Background: an optimization exercise with open tools, aiming at small area and a short achievable clock period. Do not read the settings as production practice. The RTL was checked by simulation tests, not by an equivalence proof against the original design. Power figures rest on the tool's default switching activity, not on a simulated workload.

$ cat flow/design.v
module rdm630_core (
    input  wire         clk,
    input  wire         rst,         
    input  wire         rx_valid,
    input  wire [7:0]   rx_data,
    output wire         rx_ready,
    input  wire         eval,
    output wire         res_valid,
    output wire [1:0]   res,
    output wire         fvalid,
    output wire [111:0] frame,
    output wire         xst,
    output wire [39:0]  card,
    output wire [7:0]   csum,
    output wire [7:0]   p6
);
    localparam [7:0] START_B = 8'h02;
    localparam [7:0] END_B   = 8'h03;
    reg [4:0]   cursor;      
    reg         in_frame;
    reg         ok;          
    reg [7:0]   buf_q [0:13];
    reg [111:0] frame_q;     
    reg         fvalid_q;
    wire full = cursor[4];                   
    assign rx_ready = !full && !rst;
    wire fire     = rx_valid && rx_ready;
    wire is_start = (rx_data == START_B);
    wire is_end   = (rx_data == END_B);
    wire is_hex   = ((rx_data >= 8'h30) && (rx_data <= 8'h39)) ||
                    ((rx_data >= 8'h41) && (rx_data <= 8'h46));
    wire st    = fire && is_start;               
    wire app   = fire && in_frame && !is_start;  
    wire c13 = (cursor == 5'd13);
    wire c14 = (cursor == 5'd14);
    wire c15 = (cursor >= 5'd15);
    wire [4:0] cursor_rx   = st ? 5'd1 : app ? cursor + 5'd1 : cursor;
    wire       in_frame_rx = st ? 1'b1 : (app && is_end) ? 1'b0 : in_frame;
    wire       ok_rx       = st ? 1'b1 :
                             app ? (ok && (c13 ? is_end : is_hex)) : ok;
    wire [13:0] we;
    genvar g;
    generate
        for (g = 0; g < 14; g = g + 1) begin : g_we
            if (g == 0)
                assign we[g] = st || (app && cursor == 5'd0);
            else
                assign we[g] = app && (cursor == g);
        end
    endgenerate
    wire do_eval = eval && !rst;
    wire apnd  = in_frame && !full;                  
    wire [1:0] r0 = c15 ? 2'd3 : c14 ? (ok ? 2'd1 : 2'd2) : 2'd0;
    wire [1:0] ra = (c14 || c15) ? 2'd3 : c13 ? 2'd2 : 2'd0;   
    wire [1:0] re = (c14 || c15) ? 2'd3 : c13 ? (ok ? 2'd1 : 2'd2) : 2'd0;
    wire [1:0] pn = apnd ? ra : r0;
    wire [1:0] pe = apnd ? re : r0;
    wire [1:0] ps = full ? r0 : 2'd0;
    assign res_valid = do_eval;
    rdm630_res u_res (
        .rx_valid (rx_valid),
        .rx_data  (rx_data),
        .r0       (r0),
        .pn       (pn),
        .pe       (pe),
        .ps       (ps),
        .res      (res)
    );
    wire cap  = do_eval && (cursor_rx == 5'd14);
    wire over = do_eval && (cursor_rx >  5'd14);
    always @(posedge clk) begin
        if (rst) begin
            cursor   <= 5'd0;
            in_frame <= 1'b0;
            fvalid_q <= 1'b0;
            ok       <= 1'b0;
        end else begin
            in_frame <= in_frame_rx;
            if (cap || over) begin
                cursor   <= 5'd0;
                ok       <= 1'b0;
                fvalid_q <= cap && ok_rx;
            end else begin
                cursor   <= cursor_rx;
                ok       <= ok_rx;
            end
        end
    end
    integer i;
    always @(posedge clk) begin
        for (i = 0; i < 14; i = i + 1)
            if (we[i])
                buf_q[i] <= rx_data;
    end
    wire [7:0] byte13 = we[13] ? rx_data : buf_q[13];
    always @(posedge clk) begin
        if (cap) begin
            for (i = 0; i < 13; i = i + 1)
                frame_q[111-8*i -: 8] <= buf_q[i];
            frame_q[7:0] <= byte13;
        end
    end
    assign fvalid = fvalid_q;
    assign xst    = !fvalid_q;
    assign frame  = frame_q;
    function [3:0] hexval;
        input [7:0] c;
        begin
            hexval = {c[3] | c[6],
                      c[2] | (c[6] & c[1] & c[0]),
                      c[1] ^ (c[6] & c[0]),
                      c[0] ^ c[6]};
        end
    endfunction
    wire [7:0] pair [0:5];
    generate
        for (g = 0; g < 6; g = g + 1) begin : g_pair
            assign pair[g] = {hexval(frame_q[111-8*(1+2*g) -: 8]),
                              hexval(frame_q[111-8*(2+2*g) -: 8])};
        end
        for (g = 0; g < 5; g = g + 1) begin : g_card
            assign card[39-8*g -: 8] = pair[g];
        end
    endgenerate
    assign csum = pair[0] ^ pair[1] ^ pair[2] ^ pair[3] ^ pair[4];
    assign p6   = pair[5];
endmodule
module rdm630_res (
    input  wire       rx_valid,
    input  wire [7:0] rx_data,
    input  wire [1:0] r0,
    input  wire [1:0] pn,
    input  wire [1:0] pe,
    input  wire [1:0] ps,
    output wire [1:0] res
);
    wire mark = (rx_data[7:1] == 7'b0000001);    
    wire [1:0] res_mark  = !rx_valid ? r0 : rx_data[0] ? pe : ps;
    wire [1:0] res_other = !rx_valid ? r0 : pn;
    assign res = mark ? res_mark : res_other;
endmodule
$ cat flow/flow/run.sh
#!/bin/bash
set -euo pipefail
bash standard.sh \
    "BUFFER_PORTS_ARGS=-buffer_cell sky130_fd_sc_hd__buf_1" \
    finish > flow_make.log 2>&1
$ cat flow/standard.sh
#!/bin/bash
# synth_recipe.tcl (not shown) runs the flow's synth.tcl, then flattens the netlist and writes it again
# the make line also repeats each setting of config.mk as NAME=value (left out here)
make -C /OpenROAD-flow-scripts/flow DESIGN_CONFIG=/design/flow/config.mk WORK_HOME=/design/flow/orfs CLKGATE_MAP_FILE= SYNTH_SCRIPT=/design/flow/synth_recipe.tcl "${@:-finish}"
$ cat flow/config.mk
export PLATFORM = sky130hd
export DESIGN_NAME = rdm630_core
export DESIGN_NICKNAME = rdm630_core
export VERILOG_FILES = /design/flow/design.v
export SDC_FILE = /design/flow/constraint.sdc
export NUM_CORES = 4
export LEC_CHECK = 0
export ABC_AREA = 1
export CAP_MARGIN = 20
export CORE_MARGIN = 2
export CORE_UTILIZATION = 40
export CTS_BUF_LIST = sky130_fd_sc_hd__clkbuf_16
export CTS_CLUSTER_DIAMETER = 80
export CTS_CLUSTER_SIZE = 35
export SETUP_SLACK_MARGIN = 5
export SLEW_MARGIN = 20
export SYNTH_HIERARCHICAL = 1
export SYNTH_MINIMUM_KEEP_SIZE = 0
$ cat flow/constraint.sdc
create_clock -name core_clock -period 10.0 [get_ports {clk}]
set_input_delay 2.0000 -clock core_clock [delete_from_list [all_inputs] [get_ports {clk}]]
set_output_delay 2.0000 -clock core_clock [all_outputs]
set_load 0.01 [all_outputs]
==> results.json, run 1 <==
{
  "hold-worst-slack_ns": 0.423,
  "final_estimated_routing_congestion_in_global_placement": 0.843,
  "synthTopCellsByArea": "sky130_fd_sc_hd__edfxtp_1 (76%), sky130_fd_sc_hd__dfxtp_1 (3.7%), sky130_fd_sc_hd__nand2_1 (3.1%)",
  "ant_nets": 0,
  "drt_first_pass_iters": 4,
  "share_of_the_clock_period_used_by_the_worst_path_pct": 49.1,
  "vias_per_cell": 4.69,
  "max_freq_mhz": 204,
  "cts.root.buffer_cell": "sky130_fd_sc_hd__clkbuf_16",
  "nets": 774,
  "area_post_placement_um2": 9700,
  "worstHoldPathType": "flip-flop to flip-flop",
  "synth-seq-cells": 232,
  "maximum_ir_drop_on_the_vdd_rail_uv": 96.0,
  "row_count": 53,
  "cts-buffers-inserted": 11,
  "postLayoutCoreUtil_pct": 48.0,
  "relSlewSlack_pct": 42.7,
  "starting_density_of_the_core_pct": 40.8,
  "grt_antenna_before_repair": 0,
  "fin_crit_ns": 4.91,
  "largest_net_degree_at_the_start_of_global_routing": 90,
  "synth_fp_nets": 569,
  "fp.dieW_um": 150,
  "setup_viol": 0,
  "timing.critical_path.from_type": "input port",
  "global_route_wire_length_before_repair_um": 25400,
  "wl_per_cell_um": 17.0,
  "crit_arrival_ns": 2.91,
  "synth_area_per_cell_um2": 15.9,
  "core_area_um2": 21000,
  "insertedDiodeCount": 0,
  "run_status": "no timing/DRC/antenna violations",
  "cellLeakagePower_nw": 3.43,
  "numPortBuffers": 185,
  "count_of_h_tree_levels_built_during_cts": 1,
  "floorplan.die_area_um2": 22600,
  "timing_worst_slew_pin_value_ns": 0.857,
  "flow.area_growth_from_synthesis_pct": 17.8,
  "syn_area_um2": 8570,
  "drv_cap": 0,
  "clock_sink_count": 232,
  "grt_setup_unrepaired": "true",
  "place_hpwl_um": 12400,
  "grt_pass1_vias": 4572,
  "yosys_warnings": 8,
  "setup.worst_path.class": "input port to output pin",
  "post-route-drc-count": 0,
  "syn-instance-count": 540,
  "post_synth_num_cell_types": 31,
  "critPathCaptureType": "output pin",
  "worstPathRequired_ns": 8.00,
  "globalRouteTotalUtil_pct": 14.8,
  "global_route_congestion_overflow_total": 0,
  "stdcell_area_um2": 10100,
  "share_of_layout_cells_above_drive_strength_1_pct": 10.8,
  "postCtsSetupBuffers": 0,
  "chipHeight_um": 150,
  "clk_transition_reported_paths_ns": 0.12,
  "top_level_ports": 186,
  "clock_latency_ns": 0.46,
  "dr.first_iter.drc_count": 289,
  "max-clock-path-buffers": 3,
  "clock_tree_from_tritoncts": "built",
  "synth_largest_type_area_fraction_pct": 75.7,
  "worstPathMaxFanout": 20,
  "clock-skew-final_ns": 0.0218,
  "synth_area_leader_cell": "sky130_fd_sc_hd__edfxtp_1",
  "total_power_mw": 1.60,
  "vias": 4807,
  "detail_route.wirelength_um": 17400,
  "yosysSeqAreaShare_pct": 79.4,
  "setup-tns-final_ns": 0,
  "final-hold-violation-count": 0,
  "power_density_nw_per_um2": 159,
  "final-max-slew-violation-count": 0
}
## flip-flops by register name, indices dropped and copies added, names as in the netlist
signal / flops
cursor: 5
ok: 1
buf_q: 112
in_frame: 1
frame_q: 112
fvalid_q: 1
## worst paths after layout
check,start,to,slack (ns),cells past startpoint
max,rx_data[0],res[0],5.09,9
min,buf_q[0][3]$_DFFE_PP_,frame_q[107]$_DFFE_PP_,0.42,0
max reg2reg,cursor[0]$_SDFF_PP0_,frame_q[36]$_DFFE_PP_,6.77,11
min reg2reg,buf_q[0][3]$_DFFE_PP_,frame_q[107]$_DFFE_PP_,0.42,0
## cells in the mapped netlist (all sizes together)
master and instances:
o21a 1, nand3 18, a22oi 1, or2 8, ha 17, xnor2 19, a21oi 4, o21ai 15
nand4 3, dfxtp 16, buf 2, or3 1, nand2 78, clkbuf 2, nor3 8, inv 56
o21bai 1, edfxtp 216, a31o 12, xor2 22, nor2 40
## where the power goes
group          switching, mW  internal (mW)
logic                 0.0205        0.00680
clock network          0.283          0.239
registers           0.000350           1.05
## area by class of cell
type	instances	area (um2)
sequential	232	6810
multi-input combinational	248	1570
clock buffer	11	275
timing repair buffer	196	795
clock inverter	6	88.8
tap	275	344
inverter	56	215
fill	1836	10900
## per-stage QoR
step / std cells / setup slack [ns]
5_1_grt: 1024 / 4.96
4_1_cts: 1024 / 4.96
3_3_place_gp: 1006 / 4.52
6_report: 1024 / 5.09
2_1_floorplan: 540 / 5.00
3_5_place_dp: 1007 / 4.32
## Yosys stat by module, one instance, submodules excluded
module | copies in the design | cells inside
rdm630_res | 1 | 42
rdm630_core | 1 | 498
## what timing repair did
item                       4_1_cts  5_1_grt
setup endpoints to repair       91        2
hold endpoints to repair         0        0
hold buffers                     0        0
gates resized for setup          7        8
## worst max-delay path, cell delays in order
cell	delay, ns
sky130_fd_sc_hd__buf_1	0.08
sky130_fd_sc_hd__buf_6	0.23
sky130_fd_sc_hd__inv_1	0.11
sky130_fd_sc_hd__nand2_1	0.08
sky130_fd_sc_hd__nand3_1	0.08
sky130_fd_sc_hd__nand2_1	0.09
sky130_fd_sc_hd__nand2_1	0.05
sky130_fd_sc_hd__nand2_1	0.05
sky130_fd_sc_hd__buf_1	0.15
## cell usage in the layout (no fill, tap or decap), types with 6 or more instances in the layout
cell                        Yosys  routed
sky130_fd_sc_hd__nor2_1        34      33
sky130_fd_sc_hd__buf_4          0       7
sky130_fd_sc_hd__dfxtp_1       16      14
sky130_fd_sc_hd__o21ai_0        7       6
sky130_fd_sc_hd__buf_1          0     183
sky130_fd_sc_hd__clkbuf_16      0      11
sky130_fd_sc_hd__a31o_2        12      12
sky130_fd_sc_hd__nand2_2        5       6
sky130_fd_sc_hd__inv_2          5       6
sky130_fd_sc_hd__ha_1          17      17
sky130_fd_sc_hd__xor2_1        22      22
sky130_fd_sc_hd__o21ai_1        8       8
sky130_fd_sc_hd__nand3_1       17      17
sky130_fd_sc_hd__nand2_1       70      68
sky130_fd_sc_hd__xnor2_1       19      19
sky130_fd_sc_hd__nor3_1         8       6
sky130_fd_sc_hd__inv_1         51      49
sky130_fd_sc_hd__or2_2          8       8
sky130_fd_sc_hd__edfxtp_1     216     216
## metal layers
metal / GRT usage [%] / wire (um) / vias up
li1: - / - / 2307
met1: 18.9 / 7140 / 2325
met2: 27.2 / 9080 / 160
met3: 2.00 / 1020 / 15
met4: 2.22 / 184 / 0
met5: 0 / 0 / -
## cells by family (layout without fill, tap and decap cells)
family | Yosys count | in the layout | share of synthesized area [%]
DFF | 232 | 232 | 79.4
and+or+nand+nor | 156 | 156 | 8.54
buffers and inverters | 60 | 269 | 2.73
xor gates and xnor gates | 41 | 41 | 4.19
AOI/OAI and AO/OA | 34 | 34 | 2.64
adders and majority gates | 17 | 17 | 2.48
==> run 2: changes to the inputs <==
--- a/flow/config.mk
+++ b/flow/config.mk
@@ -12,4 +12,4 @@
 export CTS_BUF_LIST = sky130_fd_sc_hd__clkbuf_16
-export CTS_CLUSTER_DIAMETER = 80
-export CTS_CLUSTER_SIZE = 35
+export CTS_CLUSTER_DIAMETER = 50
+export CTS_CLUSTER_SIZE = 45
 export SETUP_SLACK_MARGIN = 5
==> results.json, run 2 <==
{
  "run_status": "no timing/DRC/antenna violations",
  "numPlacedInstances": 1007,
  "r2r_setup_slack_ns": 6.78,
  "cellLeakagePower_nw": 3.56,
  "drv_cap": 0,
  "globalRouteTotalUtil_pct": 15.1,
  "fin_crit_ns": 4.91,
  "clock_latency_ns": 0.49,
  "synth_largest_type_area_fraction_pct": 75.7,
  "final_estimated_routing_congestion_in_global_placement": 0.843,
  "n_fill_cell": 1810,
  "dr.first_iter.drc_count": 344,
  "hold-worst-slack_ns": 0.408,
  "hp_start": "buf_q[0][3]$_DFFE_PP_",
  "cts_hold_buffers": 0,
  "post-route-drc-count": 0,
  "largestRegisters": "buf_q (112), frame_q (112), cursor (5)",
  "global_route.usage.met3_pct": 2.30,
  "wl_per_cell_um": 17.1,
  "groute.layer.met1.usage_pct": 18.8,
  "worstHoldPathType": "flip-flop to flip-flop",
  "critical_path.top_delay_family": "buffers and inverters",
  "global_route_congestion_overflow_total": 0,
  "stdcell_area_um2": 10400,
  "synth_area_leader_cell": "sky130_fd_sc_hd__edfxtp_1",
  "synthMostInstantiatedCell": "sky130_fd_sc_hd__edfxtp_1",
  "setup_viol": 0,
  "most_common_cell_after_layout_fill_and_taps_aside": "sky130_fd_sc_hd__edfxtp_1",
  "detail_route.wirelength_um": 17700,
  "clock_tree_from_tritoncts": "built",
  "chipHeight_um": 150,
  "clk_transition_reported_paths_ns": 0.08,
  "synth_area_per_cell_um2": 15.9,
  "share_of_layout_cells_above_drive_strength_1_pct": 12.7,
  "yosysSeqAreaShare_pct": 79.4,
  "worstPathRequired_ns": 8.00,
  "numPortBuffers": 185,
  "stdcell_count": 1039,
  "crit_arrival_ns": 2.91,
  "cts-buffers-inserted": 18,
  "grt_setup_unrepaired": "true",
  "syn-instance-count": 540,
  "area_post_placement_um2": 9700,
  "setup.worst_path.class": "input port to output pin",
  "postLayoutCoreUtil_pct": 49.3,
  "crit_path_top_delay_cell": "sky130_fd_sc_hd__buf_6",
  "max_freq_mhz": 204,
  "insertedDiodeCount": 0,
  "top_level_ports": 186,
  "cts.root.buffer_cell": "sky130_fd_sc_hd__clkbuf_16",
  "worstPathMaxFanout": 20,
  "proportion_of_synthesized_flip_flops_having_asynchronous_set_or_reset_pct": 0,
  "global_route_wire_length_before_repair_um": 25900,
  "total_power_mw": 1.83,
  "source_of_the_critical_timing_path": "rx_data[0]",
  "clock_sink_count": 232,
  "nets": 781,
  "synth-seq-cells": 232,
  "global_route.usage.met2_pct": 28.0,
  "grt_pass1_vias": 4685,
  "edff_count_synth": 216,
  "synth_fp_nets": 569,
  "critPathCaptureType": "output pin",
  "max-clock-path-buffers": 3,
  "maximum_ir_drop_on_the_vdd_rail_uv": 125,
  "share_of_the_clock_period_used_by_the_worst_path_pct": 49.1,
  "drt_first_pass_iters": 5,
  "floorplan.die_area_um2": 22600,
  "vias_per_cell": 4.70,
  "fp.dieW_um": 150,
  "timing.critical_path.from_type": "input port",
  "timing.critical_path.slowest_cell_delay_ns": 0.22,
  "count_of_h_tree_levels_built_during_cts": 1,
  "crit_buf_inv": 4,
  "ant_nets": 0,
  "synth_common_cells": "sky130_fd_sc_hd__edfxtp_1 (216), sky130_fd_sc_hd__nand2_1 (70), sky130_fd_sc_hd__inv_1 (51)",
  "core_area_um2": 21000,
  "syn_area_um2": 8570,
  "globalRoute.busiestLayer": "met2",
  "worstPathCellList": "buf_1 > buf_6 > inv_1 > nand2_1 > nand3_1 > nand2_1 > nand2_1 > nand2_1 > buf_1",
  "flow.area_growth_from_synthesis_pct": 21.0,
  "yosys_warnings": 8,
  "power_density_nw_per_um2": 176,
  "layout_common_cells": "sky130_fd_sc_hd__edfxtp_1 (216), sky130_fd_sc_hd__buf_1 (183), sky130_fd_sc_hd__nand2_1 (68)",
  "setup-tns-final_ns": 0,
  "synth_flop_cell": "sky130_fd_sc_hd__edfxtp_1",
  "post-place-ws_ns": 4.32,
  "vias": 4888,
  "r2r-start": "cursor[4]$_SDFF_PP0_",
  "timing_worst_slew_pin_value_ns": 0.853,
  "critPathMostFrequentCell": "sky130_fd_sc_hd__nand2_1",
  "fin_ws_ns": 5.09,
  "starting_density_of_the_core_pct": 40.8,
  "final-max-slew-violation-count": 0,
  "largest_net_degree_at_the_start_of_global_routing": 90,
  "row_count": 53,
  "synthTopCellsByArea": "sky130_fd_sc_hd__edfxtp_1 (76%), sky130_fd_sc_hd__dfxtp_1 (3.7%), sky130_fd_sc_hd__nand2_1 (3.1%)",
  "grt_antenna_before_repair": 0,
  "place_hpwl_um": 12400,
  "clock-skew-final_ns": 0.0162,
  "post_synth_num_cell_types": 31,
  "final-hold-violation-count": 0,
  "relSlewSlack_pct": 42.9
}
-- run 2: cell types whose count changed in the layout (fill, tap and decap cells not counted) --
cell	previous run	this run
sky130_fd_sc_hd__clkbuf_16	11	19
sky130_fd_sc_hd__clkinv_1	0	1
sky130_fd_sc_hd__clkinv_16	1	0
sky130_fd_sc_hd__clkinv_4	0	2
sky130_fd_sc_hd__clkinv_8	0	1
sky130_fd_sc_hd__ha_1	17	16
sky130_fd_sc_hd__ha_2	0	1
sky130_fd_sc_hd__inv_1	49	48
sky130_fd_sc_hd__inv_16	0	2
sky130_fd_sc_hd__inv_6	1	2
sky130_fd_sc_hd__inv_8	1	3
-- run 2: logic make-up after synthesis --
family	after synthesis	share of synthesized area, %
AOI/OAI and AO/OA	34	2.64
and+or+nand+nor	156	8.54
adders and majority gates	17	2.48
buffers and inverters	60	2.73
DFF	232	79.4
xor gates and xnor gates	41	4.19
-- run 2: modules after synthesis, one instance, submodules excluded --
module,flip-flops and latches,cells inside
rdm630_core,232,498
rdm630_res,0,42
-- run 2: where the power goes --
group,total (mW),internal [mW],switching (mW)
Sequential,1.05,1.05,0.000372
Clock,0.751,0.397,0.355
Combinational,0.0273,0.00680,0.0205
-- run 2: final cells by class --
class | count | area, um2 | share of cell area, %
Inverter | 56 | 215 | 2.08
Clock buffer | 19 | 475 | 4.58
Clock inverter | 13 | 164 | 1.58
Multi-Input combinational cell | 248 | 1570 | 15.1
Tap cell | 275 | 344 | 3.32
Sequential cell | 232 | 6810 | 65.7
Timing Repair Buffer | 196 | 795 | 7.66
-- run 2: final timing paths --
| check | to | cells past startpoint |
|---|---|---|
| setup reg to reg | frame_q[23]$_DFFE_PP_ | 9 |
| hold / removal | frame_q[107]$_DFFE_PP_ | 0 |
| hold reg to reg | frame_q[107]$_DFFE_PP_ | 0 |
| setup / recovery | res[0] | 9 |
-- run 2: routing by layer --
| metal | share of wire [%] | routed length, um |
|---|---|---|
| met5 | 0 | 0 |
| met2 | 52 | 9240 |
| met4 | 1.1 | 198 |
| met3 | 6.1 | 1090 |
| met1 | 41 | 7220 |
-- run 2: repair_timing --
item | 4_1_cts | 5_1_grt
resized for setup | 7 | 9
buffers inserted | 0 | 0
setup endpoints to repair | 91 | 4
==> run 3: changes to the inputs <==
--- a/flow/config.mk
+++ b/flow/config.mk
@@ -12,4 +12,4 @@
 export CTS_BUF_LIST = sky130_fd_sc_hd__clkbuf_16
-export CTS_CLUSTER_DIAMETER = 50
-export CTS_CLUSTER_SIZE = 45
+export CTS_CLUSTER_DIAMETER = 80
+export CTS_CLUSTER_SIZE = 30
 export SETUP_SLACK_MARGIN = 5
==> results.json, run 3 <==
{
  "run_status": "no timing/DRC/antenna violations",
  "timing_worst_slew_pin_value_ns": 0.867,
  "synth_common_cells": "sky130_fd_sc_hd__edfxtp_1 (216), sky130_fd_sc_hd__nand2_1 (70), sky130_fd_sc_hd__inv_1 (51)",
  "cts.root.buffer_cell": "sky130_fd_sc_hd__clkbuf_16",
  "final-max-slew-violation-count": 0,
  "starting_density_of_the_core_pct": 40.8,
  "max-clock-path-buffers": 3,
  "synth_area_per_cell_um2": 15.9,
  "fin_ws_ns": 5.10,
  "proportion_of_synthesized_flip_flops_having_asynchronous_set_or_reset_pct": 0,
  "post-place-ws_ns": 4.32,
  "clock_sink_count": 232,
  "synth_largest_type_area_fraction_pct": 75.7,
  "detail_route.wirelength_um": 17300,
  "grt_antenna_before_repair": 0,
  "nets": 774,
  "row_count": 53,
  "synth_fp_nets": 569,
  "post_synth_num_cell_types": 31,
  "edff_count_synth": 216,
  "share_of_the_clock_period_used_by_the_worst_path_pct": 49.0,
  "power.sequential.fraction_pct": 68.3,
  "cts-buffers-inserted": 11,
  "grt_setup_unrepaired": "true",
  "syn_area_um2": 8570,
  "n_fill_cell": 1849,
  "synthMostInstantiatedCell": "sky130_fd_sc_hd__edfxtp_1",
  "yosys_warnings": 8,
  "synth_flop_cell": "sky130_fd_sc_hd__edfxtp_1",
  "clock-skew-final_ns": 0.0198,
  "drv_cap": 0,
  "numPortBuffers": 185,
  "most_common_cell_after_layout_fill_and_taps_aside": "sky130_fd_sc_hd__edfxtp_1",
  "postLayoutCoreUtil_pct": 47.7,
  "synth_area_leader_cell": "sky130_fd_sc_hd__edfxtp_1",
  "synth-seq-cells": 232,
  "globalRouteTotalUtil_pct": 14.7,
  "wirelength_met1_um": 7170,
  "setup.worst_path.class": "input port to output pin",
  "vias_per_cell": 4.71,
  "setup_viol": 0,
  "area_post_placement_um2": 9700,
  "layout_common_cells": "sky130_fd_sc_hd__edfxtp_1 (216), sky130_fd_sc_hd__buf_1 (183), sky130_fd_sc_hd__nand2_1 (68)",
  "share_clk_of_total_power_pct": 29.9,
  "global_route_congestion_overflow_total": 0,
  "clk_transition_reported_paths_ns": 0.11,
  "largest_net_degree_at_the_start_of_global_routing": 90,
  "flow.area_growth_from_synthesis_pct": 17.0,
  "crit_arrival_ns": 2.90,
  "synthTopCellsByArea": "sky130_fd_sc_hd__edfxtp_1 (76%), sky130_fd_sc_hd__dfxtp_1 (3.7%), sky130_fd_sc_hd__nand2_1 (3.1%)",
  "comb_power_share_pct": 1.8,
  "dr.first_iter.drc_count": 312,
  "largestRegisters": "buf_q (112), frame_q (112), cursor (5)",
  "post-route-drc-count": 0,
  "insertedDiodeCount": 0,
  "top_level_ports": 186,
  "syn-instance-count": 540,
  "top_layer_used": "met4",
  "net_load_switching_power_mw": 0.279,
  "chipHeight_um": 150,
  "setup-tns-final_ns": 0,
  "timing.critical_path.from_type": "input port",
  "relSlewSlack_pct": 42.0,
  "floorplan.die_area_um2": 22600,
  "max_freq_mhz": 204,
  "ant_nets": 0,
  "final-hold-violation-count": 0,
  "total_length_of_routed_met2_wires_um": 8970,
  "postCtsSetupBuffers": 0,
  "critPathCaptureType": "output pin",
  "worstPathMaxFanout": 20,
  "wl_per_cell_um": 17.0,
  "place_hpwl_um": 12400,
  "hold-worst-slack_ns": 0.422,
  "internal_power_of_the_cells_mw": 1.26,
  "worstHoldPathType": "flip-flop to flip-flop",
  "swShare_pct": 18.1,
  "fin_crit_ns": 4.90,
  "global_route_wire_length_before_repair_um": 25200,
  "worstPathRequired_ns": 8.00,
  "share_of_layout_cells_above_drive_strength_1_pct": 10.3,
  "maximum_ir_drop_on_the_vdd_rail_uv": 100,
  "drt_first_pass_iters": 4,
  "yosysSeqAreaShare_pct": 79.4,
  "stdcell_area_um2": 10000,
  "fp.dieW_um": 150,
  "power_density_nw_per_um2": 154,
  "cellLeakagePower_nw": 3.40,
  "clock_tree_from_tritoncts": "built",
  "final_estimated_routing_congestion_in_global_placement": 0.843,
  "grt_pass1_vias": 4550,
  "clock_latency_ns": 0.46,
  "core_area_um2": 21000,
  "count_of_h_tree_levels_built_during_cts": 1,
  "vias": 4814,
  "met3WireLength_um": 975
}
run 3: cell counts after synthesis:
Identical to the previous run, type by type.
run 3: timing repair:
item                       4_1_cts  5_1_grt
hold buffers                     0        0
setup endpoints to repair       91        2
pin swaps                        0        0
resized for setup                7        8
run 3: power groups by stage:
stage / sequential (mW) / clock (mW) / combinational [mW]
global route: 1.05 / 0.515 / 0.0300
CTS: 1.05 / 0.476 / 0.0272
detailed placement: 1.07 / 0 / 0.0269
finish: 1.05 / 0.460 / 0.0272
global placement: 1.07 / 0 / 0.0261
floorplan: 1.07 / 0 / 0.00920
run 3: final timing paths:
kind         cells past startpoint                  start  slack, ns                     end
min                              0  buf_q[0][3]$_DFFE_PP_       0.42  frame_q[107]$_DFFE_PP_
max                              9             rx_data[0]       5.10                  res[0]
max reg2reg                     11   cursor[0]$_SDFF_PP0_       6.77   frame_q[74]$_DFFE_PP_
min reg2reg                      0  buf_q[0][3]$_DFFE_PP_       0.42  frame_q[107]$_DFFE_PP_
run 3: per-stage QoR:
step,std cells,power (mW)
6_report,1022,1.54
3_3_place_gp,1006,1.10
4_1_cts,1022,1.56
5_1_grt,1022,1.60
2_1_floorplan,540,1.08
3_5_place_dp,1007,1.10
run 3: critical path, cell delays in order:
cell and delay (ns):
sky130_fd_sc_hd__buf_1 0.08, sky130_fd_sc_hd__buf_6 0.22, sky130_fd_sc_hd__inv_1 0.10, sky130_fd_sc_hd__nand2_1 0.08, sky130_fd_sc_hd__nand3_1 0.08, sky130_fd_sc_hd__nand2_1 0.09, sky130_fd_sc_hd__nand2_1 0.05, sky130_fd_sc_hd__nand2_1 0.05
sky130_fd_sc_hd__buf_1 0.15
run 3: cell families after synthesis:
kind of cell / after synthesis / synth area share [%]
flops: 232 / 79.4
simple gates: 156 / 8.54
buf+inv: 60 / 2.73
xor+xnor: 41 / 4.19
compound gates: 34 / 2.64
fa+ha+maj: 17 / 2.48
run 3: layout make-up:
type	instances	area [um2]	area share [%]
clock buffer	11	275	2.75
tap	275	344	3.43
timing repair buffer	196	795	7.93
multi-input combinational	248	1570	15.6
clock inverter	4	20.0	0.200
sequential	232	6810	67.9
inverter	56	215	2.15
run 3: routing by layer:
metal | vias up | track usage, %
met4 | 0 | 2.41
li1 | 2306 | -
met1 | 2329 | 18.8
met3 | 15 | 2.03
met5 | - | 0
met2 | 164 | 27.1
run 3: per-module statistics from Yosys, one instance, submodules excluded:
module / copies in the design / cells / flip-flops and latches / cell area [um2]
rdm630_core: 1 / 498 / 232 / 8410
rdm630_res: 1 / 42 / 0 / 163
==> run 4: changes to the inputs <==
--- a/flow/config.mk
+++ b/flow/config.mk
@@ -10,3 +10,3 @@
 export CORE_MARGIN = 2
-export CORE_UTILIZATION = 40
+export CORE_UTILIZATION = 60
 export CTS_BUF_LIST = sky130_fd_sc_hd__clkbuf_16
@@ -14,2 +14,3 @@
 export CTS_CLUSTER_SIZE = 30
+export PLACE_DENSITY = 0.8
 export SETUP_SLACK_MARGIN = 5
==> results.json, run 4 <==
{
  "run_status": "no timing/DRC/antenna violations",
  "count_of_h_tree_levels_built_during_cts": 1,
  "max-clock-path-buffers": 3,
  "critPathCaptureType": "output pin",
  "clock_sink_count": 232,
  "largestRegisters": "buf_q (112), frame_q (112), cursor (5)",
  "starting_density_of_the_core_pct": 61.5,
  "synth_fp_nets": 569,
  "crit_arrival_ns": 2.93,
  "insertedDiodeCount": 0,
  "detail_route.wirelength_um": 16200,
  "worstHoldPathType": "flip-flop to flip-flop",
  "edff_count_synth": 216,
  "vias": 4905,
  "syn-instance-count": 540,
  "nets": 772,
  "cts-buffers-inserted": 11,
  "drv_cap": 0,
  "cts_hold_buffers": 0,
  "syn_area_um2": 8570,
  "top_layer_used": "met4",
  "setup-tns-final_ns": 0,
  "clock_latency_ns": 0.45,
  "synth_area_leader_cell": "sky130_fd_sc_hd__edfxtp_1",
  "yosys_warnings": 8,
  "layout_common_cells": "sky130_fd_sc_hd__edfxtp_1 (216), sky130_fd_sc_hd__buf_1 (178), sky130_fd_sc_hd__nand2_1 (68)",
  "grt_pass1_vias": 4619,
  "cts.root.buffer_cell": "sky130_fd_sc_hd__clkbuf_16",
  "floorplan.die_area_um2": 15300,
  "core_area_um2": 13900,
  "global_route_wire_length_before_repair_um": 23200,
  "synth-seq-cells": 232,
  "comb_power_share_pct": 1.8,
  "final-max-slew-violation-count": 0,
  "timing.critical_path.from_type": "input port",
  "numPortBuffers": 185,
  "postCtsSetupBuffers": 0,
  "cellLeakagePower_nw": 3.42,
  "synth_area_per_cell_um2": 15.9,
  "wirelength_met1_um": 6460,
  "met3WireLength_um": 1290,
  "flow.area_growth_from_synthesis_pct": 15.9,
  "synthMostInstantiatedCell": "sky130_fd_sc_hd__edfxtp_1",
  "share_of_the_clock_period_used_by_the_worst_path_pct": 49.3,
  "ant_nets": 0,
  "post-place-ws_ns": 4.59,
  "hp_start": "buf_q[11][0]$_DFFE_PP_",
  "setup_viol": 0,
  "ff2ff_path_depth": 9,
  "top_level_ports": 186,
  "vias_per_cell": 5.30,
  "instance_count_along_the_most_critical_hold_path": 0,
  "maximum_ir_drop_on_the_vdd_rail_uv": 95.6,
  "synth_common_cells": "sky130_fd_sc_hd__edfxtp_1 (216), sky130_fd_sc_hd__nand2_1 (70), sky130_fd_sc_hd__inv_1 (51)",
  "clk_transition_reported_paths_ns": 0.10,
  "largest_net_degree_at_the_start_of_global_routing": 62,
  "fp.dieW_um": 124,
  "place_hpwl_um": 10900,
  "r2r_setup_slack_ns": 7.29,
  "swShare_pct": 18.0,
  "synth_largest_type_area_fraction_pct": 75.7,
  "power.sequential.fraction_pct": 68.3,
  "proportion_of_synthesized_flip_flops_having_asynchronous_set_or_reset_pct": 0,
  "final-hold-violation-count": 0,
  "rr_endpoint": "frame_q[51]$_DFFE_PP_",
  "clock_tree_from_tritoncts": "built",
  "post_synth_num_cell_types": 31,
  "most_common_cell_after_layout_fill_and_taps_aside": "sky130_fd_sc_hd__edfxtp_1",
  "chipHeight_um": 124,
  "grt_setup_unrepaired": "false",
  "grt_antenna_before_repair": 0,
  "fin_crit_ns": 4.93,
  "net_load_switching_power_mw": 0.278,
  "relSlewSlack_pct": 39.3,
  "synth_flop_cell": "sky130_fd_sc_hd__edfxtp_1",
  "final_estimated_routing_congestion_in_global_placement": 0.934,
  "timing_worst_slew_pin_value_ns": 0.907,
  "share_of_layout_cells_above_drive_strength_1_pct": 11.1,
  "total_length_of_routed_met2_wires_um": 8090,
  "wl_per_cell_um": 17.6,
  "clock-skew-final_ns": 0.0127,
  "worstPathMaxFanout": 19,
  "share_clk_of_total_power_pct": 29.9,
  "max_freq_mhz": 203,
  "internal_power_of_the_cells_mw": 1.26,
  "post-route-drc-count": 0,
  "postLayoutCoreUtil_pct": 71.3,
  "globalRouteTotalUtil_pct": 20.3,
  "r2r-start": "cursor[4]$_SDFF_PP0_",
  "n_fill_cell": 866,
  "setup.worst_path.class": "input port to output pin",
  "area_taken_by_flip_flops_and_latches_um2": 6810,
  "hold_end": "frame_q[16]$_DFFE_PP_",
  "yosysSeqAreaShare_pct": 79.4,
  "row_count": 43,
  "area_of_combinational_cells_with_multiple_inputs_um2": 1580,
  "worstPathRequired_ns": 8.00,
  "synthTopCellsByArea": "sky130_fd_sc_hd__edfxtp_1 (76%), sky130_fd_sc_hd__dfxtp_1 (3.7%), sky130_fd_sc_hd__nand2_1 (3.1%)",
  "power_density_nw_per_um2": 155,
  "dr.first_iter.drc_count": 459,
  "global_route_congestion_overflow_total": 0,
  "fin_ws_ns": 5.07,
  "drt_first_pass_iters": 5
}
run 4: Yosys stat by module, one instance, submodules excluded:
module	cell area (um2)	cells	flops+latches
rdm630_core	8410	498	232
rdm630_res	163	42	0
run 4: cell type report:
type / instances / area share, %
sequential: 232 / 68.5
multi-input combinational: 248 / 15.9
timing repair buffer: 194 / 8.20
clock buffer: 11 / 2.77
tap: 180 / 2.27
inverter: 56 / 2.17
clock inverter: 4 / 0.201
run 4: power by group through the flow:
| stage | Combinational [mW] | Sequential (mW) | Clock (mW) |
|---|---|---|---|
| floorplan | 0.00920 | 1.07 | 0 |
| global placement | 0.0236 | 1.07 | 0 |
| detailed placement | 0.0246 | 1.07 | 0 |
| CTS | 0.0253 | 1.05 | 0.471 |
| global route | 0.0305 | 1.05 | 0.499 |
| finish | 0.0279 | 1.05 | 0.460 |
run 4: worst max path at each step:
| stage | startpoint | endpoint | slack (ns) |
|---|---|---|---|
| 6_report | rx_data[3] | res[0] | 5.07 |
| 4_1_cts | rx_data[0] | res[0] | 5.03 |
| 2_1_floorplan | rx_data[6] | frame_q[0]$_DFFE_PP_ | 5.00 |
| 3_5_place_dp | rx_data[0] | res[0] | 4.59 |
| 3_3_place_gp | rx_data[0] | res[0] | 4.67 |
| 5_1_grt | rx_data[7] | res[1] | 5.01 |
run 4: cells by family after synthesis:
logic type	share of synthesized area, %
AO/OA/AOI/OAI	2.64
XOR/XNOR	4.19
adder cells (fa/ha/maj)	2.48
buffers and inverters	2.73
flip-flops	79.4
AND/OR/NAND/NOR	8.54
run 4: metrics by stage:
step / hold slack [ns] / power, mW / instances / cell area (um2)
finish: 0.422 / 1.54 / 925 / 9940
CTS: 0.423 / 1.55 / 924 / 9860
detailed placement: 0.405 / 1.10 / 909 / 9550
floorplan: 0.400 / 1.08 / 540 / 8600
global placement: 0.402 / 1.10 / 909 / 9550
global route: 0.431 / 1.58 / 925 / 9940
run 4: timing repair:
item	in CTS	in global routing
gates cloned	0	1
endpoints found under the setup margin	2	2
pin swaps	0	0
gates resized for setup	18	15
run 4: routing by layer:
metal	track usage (%)	vias up
met5	0	-
met4	7.39	0
met3	2.77	32
met2	35.0	228
met1	26.6	2349
li1	-	2296
run 4: worst max-delay path, stage by stage:
cell	delay, ns
sky130_fd_sc_hd__buf_2	0.35
sky130_fd_sc_hd__inv_1	0.09
sky130_fd_sc_hd__nand2_1	0.09
sky130_fd_sc_hd__nor2_1	0.05
sky130_fd_sc_hd__nand2_1	0.08
sky130_fd_sc_hd__nand2_1	0.07
sky130_fd_sc_hd__nand2_1	0.07
sky130_fd_sc_hd__buf_1	0.15
==> run 5: changes to the inputs <==
--- a/flow/design.v
+++ b/flow/design.v
@@ -105,23 +105,8 @@
     assign frame  = frame_q;
-    function [3:0] hexval;
-        input [7:0] c;
-        begin
-            hexval = {c[3] | c[6],
-                      c[2] | (c[6] & c[1] & c[0]),
-                      c[1] ^ (c[6] & c[0]),
-                      c[0] ^ c[6]};
-        end
-    endfunction
-    wire [7:0] pair [0:5];
-    generate
-        for (g = 0; g < 6; g = g + 1) begin : g_pair
-            assign pair[g] = {hexval(frame_q[111-8*(1+2*g) -: 8]),
-                              hexval(frame_q[111-8*(2+2*g) -: 8])};
-        end
-        for (g = 0; g < 5; g = g + 1) begin : g_card
-            assign card[39-8*g -: 8] = pair[g];
-        end
-    endgenerate
-    assign csum = pair[0] ^ pair[1] ^ pair[2] ^ pair[3] ^ pair[4];
-    assign p6   = pair[5];
+    rdm630_xtr u_xtr (
+        .frame (frame_q),
+        .card  (card),
+        .csum  (csum),
+        .p6    (p6)
+    );
 endmodule
@@ -141 +126,30 @@
 endmodule
+module rdm630_xtr (
+    input  wire [111:0] frame,
+    output wire [39:0]  card,
+    output wire [7:0]   csum,
+    output wire [7:0]   p6
+);
+    function [3:0] hexval;
+        input [7:0] c;
+        begin
+            hexval = {c[3] | c[6],
+                      c[2] | (c[6] & c[1] & c[0]),
+                      c[1] ^ (c[6] & c[0]),
+                      c[0] ^ c[6]};
+        end
+    endfunction
+    wire [7:0] pair [0:5];
+    genvar g;
+    generate
+        for (g = 0; g < 6; g = g + 1) begin : g_pair
+            assign pair[g] = {hexval(frame[111-8*(1+2*g) -: 8]),
+                              hexval(frame[111-8*(2+2*g) -: 8])};
+        end
+        for (g = 0; g < 5; g = g + 1) begin : g_card
+            assign card[39-8*g -: 8] = pair[g];
+        end
+    endgenerate
+    assign csum = pair[0] ^ pair[1] ^ pair[2] ^ pair[3] ^ pair[4];
+    assign p6   = pair[5];
+endmodule
--- a/flow/config.mk
+++ b/flow/config.mk
@@ -10,3 +10,3 @@
 export CORE_MARGIN = 2
-export CORE_UTILIZATION = 60
+export CORE_UTILIZATION = 40
 export CTS_BUF_LIST = sky130_fd_sc_hd__clkbuf_16
@@ -14,3 +14,2 @@
 export CTS_CLUSTER_SIZE = 30
-export PLACE_DENSITY = 0.8
 export SETUP_SLACK_MARGIN = 5
==> results.json, run 5 <==
{
  "cts.root.buffer_cell": "sky130_fd_sc_hd__clkbuf_16",
  "synth_flop_cell": "sky130_fd_sc_hd__edfxtp_1",
  "clock_latency_ns": 0.47,
  "synth-seq-cells": 232,
  "dr.first_iter.drc_count": 376,
  "final-hold-violation-count": 0,
  "detail_route.wirelength_um": 17600,
  "swShare_pct": 18.9,
  "setup.worst_path.class": "input port to output pin",
  "vias_per_cell": 4.58,
  "cellLeakagePower_nw": 3.85,
  "globalRouteTotalUtil_pct": 14.7,
  "yosysSeqAreaShare_pct": 76.3,
  "cts-buffers-inserted": 12,
  "nets": 898,
  "post_synth_num_cell_types": 32,
  "count_of_h_tree_levels_built_during_cts": 1,
  "synth_area_leader_cell": "sky130_fd_sc_hd__edfxtp_1",
  "critPathMostFrequentCell": "sky130_fd_sc_hd__nand2_1",
  "chipHeight_um": 153,
  "proportion_of_synthesized_flip_flops_having_asynchronous_set_or_reset_pct": 0,
  "synth_fp_nets": 688,
  "insertedDiodeCount": 0,
  "core_area_um2": 21800,
  "stdcell_area_um2": 10500,
  "vias": 5286,
  "syn-instance-count": 659,
  "top_level_ports": 186,
  "largest_net_degree_at_the_start_of_global_routing": 86,
  "internal_power_of_the_cells_mw": 1.30,
  "edff_count_synth": 216,
  "synth_largest_type_area_fraction_pct": 72.7,
  "worstPathRequired_ns": 8.00,
  "relSlewSlack_pct": 46.4,
  "numPortBuffers": 185,
  "synthTopCellsByArea": "sky130_fd_sc_hd__edfxtp_1 (73%), sky130_fd_sc_hd__nand2_1 (6.0%), sky130_fd_sc_hd__inv_1 (3.6%)",
  "grt_antenna_before_repair": 0,
  "numPlacedInstances": 1132,
  "layout_common_cells": "sky130_fd_sc_hd__edfxtp_1 (216), sky130_fd_sc_hd__buf_1 (182), sky130_fd_sc_hd__nand2_1 (142)",
  "clock_tree_from_tritoncts": "built",
  "clk_transition_reported_paths_ns": 0.10,
  "most_common_cell_after_layout_fill_and_taps_aside": "sky130_fd_sc_hd__edfxtp_1",
  "timing_worst_slew_pin_value_ns": 0.801,
  "critical_path.top_delay_family": "buffers and inverters",
  "ant_nets": 0,
  "critPathCaptureType": "output pin",
  "drt_first_pass_iters": 7,
  "synthMostInstantiatedCell": "sky130_fd_sc_hd__edfxtp_1",
  "area_taken_by_flip_flops_and_latches_um2": 6810,
  "clock_sink_count": 232,
  "postLayoutCoreUtil_pct": 48.0,
  "worstPathCellList": "buf_1 > buf_8 > inv_1 > nor2_1 > nand2_1 > nor2_2 > nand2_1 > nand2_1 > buf_1",
  "n_fill_cell": 1994,
  "grt_setup_unrepaired": "false",
  "row_count": 54,
  "crit_path_top_delay_cell": "sky130_fd_sc_hd__buf_8",
  "setup-tns-final_ns": 0,
  "worstPathMaxFanout": 21,
  "cts_hold_buffers": 0,
  "power.sequential.fraction_pct": 65.4,
  "drv_cap": 0,
  "worstHoldPathType": "flip-flop to flip-flop",
  "fp.dieW_um": 153,
  "stdcell_count": 1154,
  "synth_common_cells": "sky130_fd_sc_hd__edfxtp_1 (216), sky130_fd_sc_hd__nand2_1 (142), sky130_fd_sc_hd__inv_1 (86)",
  "timing.critical_path.from_type": "input port",
  "post-route-drc-count": 0,
  "comb_power_share_pct": 1.6,
  "net_load_switching_power_mw": 0.304,
  "total_power_mw": 1.61,
  "share_clk_of_total_power_pct": 33.0,
  "crit_arrival_ns": 2.89,
  "setup_viol": 0,
  "share_of_the_clock_period_used_by_the_worst_path_pct": 48.9,
  "synth_area_per_cell_um2": 13.5,
  "clock-skew-final_ns": 0.0197,
  "timing.critical_path.slowest_cell_delay_ns": 0.20,
  "syn_area_um2": 8920,
  "fin_crit_ns": 4.89,
  "flow.area_growth_from_synthesis_pct": 17.5,
  "area_post_placement_um2": 10000,
  "yosys_warnings": 9,
  "run_status": "no timing/DRC/antenna violations",
  "largestRegisters": "buf_q (112), frame_q (112), cursor (5)",
  "global_route_congestion_overflow_total": 0,
  "crit_buf_inv": 4,
  "final_estimated_routing_congestion_in_global_placement": 0.829,
  "floorplan.die_area_um2": 23500,
  "final-max-slew-violation-count": 0,
  "area_of_combinational_cells_with_multiple_inputs_um2": 1740,
  "global_route_wire_length_before_repair_um": 27000,
  "max_freq_mhz": 205,
  "grt_pass1_vias": 4866,
  "starting_density_of_the_core_pct": 40.9,
  "max-clock-path-buffers": 3,
  "power_density_nw_per_um2": 154,
  "wl_per_cell_um": 15.3,
  "place_hpwl_um": 12500,
  "maximum_ir_drop_on_the_vdd_rail_uv": 84.6,
  "share_of_layout_cells_above_drive_strength_1_pct": 9.50
}
-- run 5: changes by cell type in the layout (fill, tap and decap cells not counted), sizes merged, moves of 4 or more --
cell,delta
nand2,+82
inv,+39
nand3,+20
xor2,-16
nor2,+12
a31o,-10
buf,+10
xnor2,-8
o21ai,+5
or2,-4
-- run 5: worst register-to-register path: stages (launching register included) --
cell                      delay (ns)
sky130_fd_sc_hd__dfxtp_1        0.63
sky130_fd_sc_hd__inv_2          0.15
sky130_fd_sc_hd__ha_1           0.33
sky130_fd_sc_hd__nand2_1        0.08
sky130_fd_sc_hd__nand2_1        0.11
sky130_fd_sc_hd__nand2_1        0.06
sky130_fd_sc_hd__nor2_1         0.10
sky130_fd_sc_hd__nand3_2        0.14
sky130_fd_sc_hd__nor2_4         0.63
sky130_fd_sc_hd__buf_6          0.67
-- run 5: through the flow --
step | setup WS, ns | hold WS, ns
floorplan | 5.02 | 0.400
global placement | 4.38 | 0.400
detailed placement | 4.30 | 0.405
CTS | 5.03 | 0.416
global route | 5.01 | 0.430
finish | 5.11 | 0.420
-- run 5: cell families after synthesis --
kind of cell	Yosys count	share of synthesized area, %
DFF	232	76.3
AOI/OAI and AO/OA	29	1.98
adders and majority gates	17	2.38
xor gates and xnor gates	17	1.67
and+or+nand+nor	264	13.3
buffers and inverters	100	4.31
-- run 5: cell type report --
cell class | instances | share of cell area, %
multi-input combinational | 327 | 16.6
clock inverter | 6 | 0.597
inverter | 96 | 3.44
tap | 280 | 3.34
sequential | 232 | 65.0
timing repair buffer | 200 | 7.94
clock buffer | 13 | 3.10
-- run 5: worst paths after layout --
path / endpoint / slack [ns] / from / depth (start not counted)
min reg2reg: frame_q[92]$_DFFE_PP_ / 0.42 / buf_q[2][4]$_DFFE_PP_ / 0
min: frame_q[92]$_DFFE_PP_ / 0.42 / buf_q[2][4]$_DFFE_PP_ / 0
max reg2reg: frame_q[26]$_DFFE_PP_ / 6.70 / cursor[4]$_SDFF_PP0_ / 9
max: res[1] / 5.11 / rx_data[1] / 9
-- run 5: modules after synthesis (local to each module, per instance) --
module,cell area (um2),times used,flops+latches
rdm630_core,7670,1,232
rdm630_res,163,1,0
rdm630_xtr,1090,1,0
-- run 5: per-layer routing --
metal  global-route usage [%]  part of all wire [%]  vias to the layer above  wire length (um)
met5                        0                     0                        -                 0
met4                     3.13                   1.7                        0               302
met3                     2.32                   5.5                       21               976
met2                     24.9                    48                      151              8460
met1                     20.2                    45                     2479              7900
li1                         -                     -                     2635                 -
-- run 5: power by group through the flow --
| stage | Sequential (mW) | Combinational, mW | Clock (mW) |
|---|---|---|---|
| finish | 1.05 | 0.0265 | 0.530 |
| global route | 1.05 | 0.0299 | 0.585 |
| CTS | 1.05 | 0.0254 | 0.549 |
| detailed placement | 1.07 | 0.0252 | 0 |
| global placement | 1.07 | 0.0250 | 0 |
| floorplan | 1.07 | 0.00833 | 0 |
-- run 5: repair_timing --
item | 4_1_cts | 5_1_grt
resized for setup | 6 | 10
setup buffers | 0 | 3
setup endpoints to repair | 87 | 2
==> run 6: changes to the inputs <==
==> flow/flow/run.sh (replaced) <==
#!/bin/bash
set -euo pipefail
bash standard.sh \
    "SYNTH_SCRIPT=$PWD/flow/my_synth.tcl" \
    "BUFFER_PORTS_ARGS=-buffer_cell sky130_fd_sc_hd__buf_1" \
    finish > flow_make.log 2>&1
==> flow/flow/my_synth.tcl (new file) <==
# The standard flow's synthesis script (synth_recipe.tcl) with one change: ABC maps the
# result-code module (the input-to-output path) with ORFS's area script,
# whose small NAND/NOR gates time better there, and every other module with
# ORFS's default (speed) script.
proc synth {args} { yosys synth -nofsm -noshare {*}$args }
proc abc {args} {
  set i [expr {[lsearch -exact $args -script] + 1}]
  set speed [lreplace $args $i $i $::env(SCRIPTS_DIR)/abc_speed.script]
  set area  [lreplace $args $i $i $::env(SCRIPTS_DIR)/abc_area.script]
  yosys abc {*}$speed rdm630_core rdm630_xtr
  yosys abc {*}$area rdm630_res
}
source $::env(SCRIPTS_DIR)/synth.tcl
# left out here: clear keep_hierarchy, flatten, clean up, hide names made inside functions, write 1_2_yosys.v
--- a/flow/config.mk
+++ b/flow/config.mk
@@ -7,3 +7,2 @@
 export LEC_CHECK = 0
-export ABC_AREA = 1
 export CAP_MARGIN = 20
==> results.json, run 6 <==
{
  "global_route_wire_length_before_repair_um": 24600,
  "postLayoutCoreUtil_pct": 47.8,
  "global_route_congestion_overflow_total": 0,
  "fp.dieW_um": 150,
  "post_synth_num_cell_types": 48,
  "yosys_warnings": 9,
  "grt_antenna_before_repair": 0,
  "drt_first_pass_iters": 4,
  "post-place-ws_ns": 4.68,
  "setup-tns-final_ns": 0,
  "run_status": "no timing/DRC/antenna violations",
  "synth_area_per_cell_um2": 18.2,
  "globalRouteTotalUtil_pct": 14.4,
  "maximum_ir_drop_on_the_vdd_rail_uv": 77.6,
  "max-clock-path-buffers": 3,
  "timing.critical_path.from_type": "input port",
  "layout_common_cells": "sky130_fd_sc_hd__edfxtp_1 (216), sky130_fd_sc_hd__buf_1 (179), sky130_fd_sc_hd__nand2_1 (43)",
  "max_freq_mhz": 204,
  "grt_setup_unrepaired": "false",
  "total_power_mw": 1.61,
  "synth_common_cells": "sky130_fd_sc_hd__edfxtp_1 (216), sky130_fd_sc_hd__nand2_1 (43), sky130_fd_sc_hd__nor2_1 (26)",
  "top_level_ports": 186,
  "final_estimated_routing_congestion_in_global_placement": 0.830,
  "area_taken_by_flip_flops_and_latches_um2": 6810,
  "clock_sink_count": 232,
  "cts.root.buffer_cell": "sky130_fd_sc_hd__clkbuf_16",
  "row_count": 53,
  "crit_arrival_ns": 2.91,
  "synthTopCellsByArea": "sky130_fd_sc_hd__edfxtp_1 (76%), sky130_fd_sc_hd__dfxtp_1 (3.8%), sky130_fd_sc_hd__ha_1 (2.5%)",
  "vias_per_cell": 4.81,
  "wl_per_cell_um": 18.0,
  "core_area_um2": 21000,
  "worstPathRequired_ns": 8.00,
  "proportion_of_synthesized_flip_flops_having_asynchronous_set_or_reset_pct": 0,
  "fin_crit_ns": 4.91,
  "clk_transition_reported_paths_ns": 0.11,
  "edff_count_synth": 216,
  "grt_pass1_vias": 4447,
  "detail_route.wirelength_um": 17000,
  "ant_nets": 0,
  "synth_area_leader_cell": "sky130_fd_sc_hd__edfxtp_1",
  "area_post_placement_um2": 9600,
  "final-max-slew-violation-count": 0,
  "dr.first_iter.drc_count": 374,
  "clock_tree_from_tritoncts": "built",
  "numPortBuffers": 185,
  "relSlewSlack_pct": 42.8,
  "floorplan.die_area_um2": 22500,
  "drv_cap": 0,
  "setup.worst_path.class": "input port to output pin",
  "nets": 697,
  "share_of_the_clock_period_used_by_the_worst_path_pct": 49.1,
  "cts_hold_buffers": 0,
  "timing_worst_slew_pin_value_ns": 0.855,
  "synthMostInstantiatedCell": "sky130_fd_sc_hd__edfxtp_1",
  "largestRegisters": "buf_q (112), frame_q (112), cursor (5)",
  "synth-seq-cells": 232,
  "synth_fp_nets": 497,
  "vias": 4551,
  "synth_largest_type_area_fraction_pct": 76.1,
  "worstPathMaxFanout": 10,
  "synth_flop_cell": "sky130_fd_sc_hd__edfxtp_1",
  "most_common_cell_after_layout_fill_and_taps_aside": "sky130_fd_sc_hd__edfxtp_1",
  "area_of_combinational_cells_with_multiple_inputs_um2": 1640,
  "clock_latency_ns": 0.47,
  "post-route-drc-count": 0,
  "final-hold-violation-count": 0,
  "flow.area_growth_from_synthesis_pct": 17.6,
  "worstHoldPathType": "flip-flop to flip-flop",
  "place_hpwl_um": 11700,
  "critPathCaptureType": "output pin",
  "largest_net_degree_at_the_start_of_global_routing": 64,
  "fin_ws_ns": 5.09,
  "share_of_layout_cells_above_drive_strength_1_pct": 10.7,
  "stdcell_area_um2": 10000,
  "count_of_h_tree_levels_built_during_cts": 1,
  "power_density_nw_per_um2": 161,
  "syn-instance-count": 468,
  "starting_density_of_the_core_pct": 40.6,
  "chipHeight_um": 150,
  "syn_area_um2": 8520,
  "insertedDiodeCount": 0,
  "clock-skew-final_ns": 0.0232,
  "setup_viol": 0,
  "yosysSeqAreaShare_pct": 79.9,
  "n_fill_cell": 1800,
  "cellLeakagePower_nw": 3.36,
  "cts-buffers-inserted": 11
}
## run 6: repair_timing
item                                    in CTS  in global routing
cloned                                       0                  1
endpoints found under the setup margin       2                  2
pin swaps                                    0                  0
setup buffers                                0                  0
resized for setup                           13                 11
endpoints found under the hold margin        0                  0
## run 6: final timing paths
path                            slack, ns               endpoint                  start  cells past startpoint
worst max-delay path                 5.09                 res[0]             rx_data[1]                      9
worst min-delay path                 0.42  frame_q[33]$_DFFE_PP_  buf_q[9][1]$_DFFE_PP_                      0
worst max register to register       7.09  frame_q[44]$_DFFE_PP_  in_frame$_SDFFE_PP0P_                      6
worst min register to register       0.42  frame_q[33]$_DFFE_PP_  buf_q[9][1]$_DFFE_PP_                      0
## run 6: critical path, stage by stage
cell and delay (ns):
sky130_fd_sc_hd__clkbuf_2 0.17, sky130_fd_sc_hd__buf_12 0.17, sky130_fd_sc_hd__inv_1 0.04, sky130_fd_sc_hd__nor2_1 0.08, sky130_fd_sc_hd__nand2_1 0.07, sky130_fd_sc_hd__nor2_2 0.11
sky130_fd_sc_hd__nand2_1 0.07, sky130_fd_sc_hd__nand2_1 0.06, sky130_fd_sc_hd__clkbuf_2 0.13
## run 6: where the power goes
| group | internal, mW | switching [mW] | total [mW] |
|---|---|---|---|
| Clock | 0.254 | 0.266 | 0.520 |
| Sequential | 1.05 | 0.00139 | 1.05 |
| Combinational | 0.0102 | 0.0252 | 0.0354 |
| Total | 1.32 | 0.293 | 1.61 |
## run 6: modules after synthesis (local to each module, per instance)
module | cells inside | copies in the design
rdm630_core | 354 | 1
rdm630_xtr | 72 | 1
rdm630_res | 42 | 1
## run 6: routing by layer
layer  up-vias  routed length [um]  global-route usage [%]
met1      2250                7270                    18.6
met3        19                 835                    1.83
met5         -                   0                       0
met2       137                8610                    25.4
met4         0                 284                    4.25
li1       2145                   -                       -
## run 6: logic make-up (layout without fill, tap and decap cells)
family | after synthesis | in the layout | share of synthesized area (%)
xor gates and xnor gates | 36 | 36 | 5.17
AOI/OAI and AO/OA | 42 | 42 | 4.01
adders and majority gates | 17 | 17 | 2.50
buffers and inverters | 24 | 227 | 1.06
DFF | 232 | 232 | 79.9
muxes | 7 | 7 | 0.925
and+or+nand+nor | 110 | 110 | 6.43
## run 6: layout make-up
type | instances | area share, %
flip-flops and latches | 232 | 68.0
well taps | 275 | 3.44
multi-input cells | 212 | 16.4
clock inverters | 5 | 0.712
repair buffers | 193 | 8.07
clock buffers | 11 | 2.75
inverters | 18 | 0.675
## run 6: stage by stage
step	instances	hold slack (ns)
floorplan	468	0.400
CTS	945	0.414
detailed placement	929	0.405
finish	946	0.419
global route	946	0.425
global placement	929	0.401
==> run 7: changes to the inputs <==
--- a/flow/flow/run.sh
+++ b/flow/flow/run.sh
@@ -5,2 +5,3 @@
     "BUFFER_PORTS_ARGS=-buffer_cell sky130_fd_sc_hd__buf_1" \
+    SETUP_SLACK_MARGIN=5.15 \
     finish > flow_make.log 2>&1
==> results.json, run 7 <==
{
  "nets": 708,
  "clock_tree_from_tritoncts": "built",
  "max_freq_mhz": 209,
  "postLayoutCoreUtil_pct": 48.8,
  "crit_arrival_ns": 2.79,
  "timing.critical_path.from_type": "input port",
  "cts.root.buffer_cell": "sky130_fd_sc_hd__clkbuf_16",
  "top_level_ports": 186,
  "timing_worst_slew_pin_value_ns": 0.886,
  "area_of_combinational_cells_with_multiple_inputs_um2": 1670,
  "grt_antenna_before_repair": 0,
  "setup_viol": 0,
  "synth_largest_type_area_fraction_pct": 76.1,
  "global_route.usage.met2_pct": 26.3,
  "largestRegisters": "buf_q (112), frame_q (112), cursor (5)",
  "syn_area_um2": 8520,
  "synth_common_cells": "sky130_fd_sc_hd__edfxtp_1 (216), sky130_fd_sc_hd__nand2_1 (43), sky130_fd_sc_hd__nor2_1 (26)",
  "largest_net_degree_at_the_start_of_global_routing": 64,
  "share_of_layout_cells_above_drive_strength_1_pct": 13.9,
  "detail_route.wirelength_um": 17500,
  "place_hpwl_um": 11700,
  "globalRoute.busiestLayer": "met2",
  "worstHoldPathType": "flip-flop to flip-flop",
  "crit_buf_inv": 3,
  "maximum_ir_drop_on_the_vdd_rail_uv": 77.7,
  "run_status": "no timing/DRC/antenna violations",
  "crit_path_top_delay_cell": "sky130_fd_sc_hd__buf_4",
  "clock-skew-final_ns": 0.0207,
  "starting_density_of_the_core_pct": 40.6,
  "vias": 4589,
  "synthTopCellsByArea": "sky130_fd_sc_hd__edfxtp_1 (76%), sky130_fd_sc_hd__dfxtp_1 (3.8%), sky130_fd_sc_hd__ha_1 (2.5%)",
  "critical_path.top_delay_family": "simple AND/OR/NAND/NOR gates",
  "stdcell_count": 957,
  "floorplan.die_area_um2": 22500,
  "synth_area_per_cell_um2": 18.2,
  "synth_fp_nets": 497,
  "synth-seq-cells": 232,
  "drt_first_pass_iters": 4,
  "vias_per_cell": 4.80,
  "setup-tns-final_ns": 0,
  "yosysSeqAreaShare_pct": 79.9,
  "globalRouteTotalUtil_pct": 14.9,
  "worstPathRequired_ns": 8.00,
  "chipHeight_um": 150,
  "power_density_nw_per_um2": 158,
  "setup.worst_path.class": "input port to output pin",
  "most_common_cell_after_layout_fill_and_taps_aside": "sky130_fd_sc_hd__edfxtp_1",
  "share_of_the_clock_period_used_by_the_worst_path_pct": 47.9,
  "fin_ws_ns": 5.21,
  "relSlewSlack_pct": 40.7,
  "row_count": 53,
  "final-max-slew-violation-count": 0,
  "global_route_wire_length_before_repair_um": 25200,
  "post_synth_num_cell_types": 48,
  "clk_transition_reported_paths_ns": 0.11,
  "clock_latency_ns": 0.47,
  "max-clock-path-buffers": 3,
  "grt_setup_unrepaired": "true",
  "numPortBuffers": 185,
  "post-place-ws_ns": 4.68,
  "cellLeakagePower_nw": 3.47,
  "count_of_h_tree_levels_built_during_cts": 1,
  "syn-instance-count": 468,
  "worstPathMaxFanout": 5,
  "final_estimated_routing_congestion_in_global_placement": 0.830,
  "global_route.usage.met3_pct": 1.83,
  "clock_sink_count": 232,
  "synth_area_leader_cell": "sky130_fd_sc_hd__edfxtp_1",
  "timing.critical_path.slowest_cell_delay_ns": 0.14,
  "grt_pass1_vias": 4481,
  "area_taken_by_flip_flops_and_latches_um2": 6810,
  "edff_count_synth": 216,
  "numPlacedInstances": 929,
  "hold-worst-slack_ns": 0.417,
  "insertedDiodeCount": 0,
  "drv_cap": 0,
  "n_fill_cell": 1780,
  "ant_nets": 0,
  "final-hold-violation-count": 0,
  "post-route-drc-count": 0,
  "synth_flop_cell": "sky130_fd_sc_hd__edfxtp_1",
  "global_route_congestion_overflow_total": 0,
  "yosys_warnings": 9,
  "fin_crit_ns": 4.79,
  "fp.dieW_um": 150,
  "wl_per_cell_um": 18.3,
  "synthMostInstantiatedCell": "sky130_fd_sc_hd__edfxtp_1",
  "cts_hold_buffers": 0,
  "proportion_of_synthesized_flip_flops_having_asynchronous_set_or_reset_pct": 0,
  "groute.layer.met1.usage_pct": 19.4,
  "cts-buffers-inserted": 11,
  "critPathCaptureType": "output pin",
  "dr.first_iter.drc_count": 352,
  "layout_common_cells": "sky130_fd_sc_hd__edfxtp_1 (216), sky130_fd_sc_hd__buf_1 (176), sky130_fd_sc_hd__nand2_1 (38)",
  "flow.area_growth_from_synthesis_pct": 20.2,
  "core_area_um2": 21000,
  "worstPathCellList": "buf_4 > buf_12 > nor2_4 > nand2_2 > nor2_4 > nand2_1 > nand2_2 > buf_6"
}
==> run 7: metrics by stage <==
stage / power, mW / cell area (um2)
finish: 1.62 / 10200
global route: 1.67 / 10200
CTS: 1.63 / 10100
detailed placement: 1.11 / 9600
global placement: 1.11 / 9600
floorplan: 1.09 / 8530
==> run 7: power breakdown <==
part | internal, mW | switching (mW)
logic | 0.0181 | 0.0278
clock network | 0.254 | 0.266
registers | 1.05 | 0.00138
==> run 7: kinds of logic (layout without fill, tap and decap cells) <==
logic type,Yosys count,in the layout,synth area share [%]
adder cells (fa/ha/maj),17,17,2.50
XOR/XNOR,36,36,5.17
AO/OA/AOI/OAI,42,42,4.01
buffers and inverters,24,238,1.06
flip-flops,232,232,79.9
multiplexers,7,7,0.925
AND/OR/NAND/NOR,110,110,6.43
==> run 7: worst paths after layout <==
kind | slack (ns) | from | cells past startpoint | to
hold / removal | 0.42 | buf_q[9][1]$_DFFE_PP_ | 0 | frame_q[33]$_DFFE_PP_
setup / recovery | 5.21 | rx_data[2] | 8 | res[0]
hold reg to reg | 0.42 | buf_q[9][1]$_DFFE_PP_ | 0 | frame_q[33]$_DFFE_PP_
setup reg to reg | 7.10 | in_frame$_SDFFE_PP0P_ | 6 | frame_q[44]$_DFFE_PP_
==> run 7: area by class of cell <==
cell class	instances	share of cell area, %
multi-input combinational	212	16.3
clock buffer	11	2.69
clock inverter	5	0.697
sequential	232	66.5
inverter	18	0.660
tap	275	3.36
timing repair buffer	204	9.77
==> run 7: per-layer routing <==
metal  vias to the layer above  part of all wire (%)
met2                       166                    51
met4                         0                   1.8
li1                       2169                     -
met5                         -                     0
met1                      2233                    42
met3                        21                   5.9
==> run 7: what timing repair did <==
action                                  CTS  global route
endpoints found under the setup margin    2             2
gates resized for setup                  26            30
hold endpoints to repair                  0             0
gates cloned                              2             1
setup buffers                             2             7
pin swaps                                 0             7
==> run 7: per-module statistics from Yosys (local to each module, per instance) <==
module	cell area, um2	cells	times used	flops+latches
rdm630_xtr	782	72	1	0
rdm630_res	163	42	1	0
rdm630_core	7570	354	1	232

## what the ideal ports hide
Ports are ideal in the flow. The routed layouts listed here were re-timed in OpenROAD.
Step 1, drivers: a clkbuf_16 drives clk and a buf_2 each remaining input, both assumed.
Step 2 also shifts input and output timing later by t, the mid clock arrival at the registers, as if the neighbouring blocks saw the same clock.
Slacks: no drivers / after step 1 / after step 2; pairs: no drivers / after step 1.
run | t (ns) | setup WS [ns] | clock arrival spread, ns
run 1 | 0.494 | 5.089 / 5.064 / 4.901 | 0.028 / 0.028
run 2 | 0.525 | 5.088 / 5.064 / 4.864 | 0.018 / 0.018
run 3 | 0.487 | 5.099 / 5.074 / 4.906 | 0.021 / 0.021
run 4 | 0.484 | 5.065 / 5.022 / 5.022 | 0.014 / 0.015
run 5 | 0.496 | 5.113 / 5.088 / 4.947 | 0.020 / 0.019
run 6 | 0.499 | 5.090 / 5.062 / 5.048 | 0.023 / 0.024
run 7 | 0.498 | 5.212 / 5.187 / 4.899 | 0.021 / 0.021
After both steps setup and hold are still met in every run listed. For run 7, which loses most, drivers alone change the setup slack by -0.025 ns; drivers and shift together by -0.313 ns.
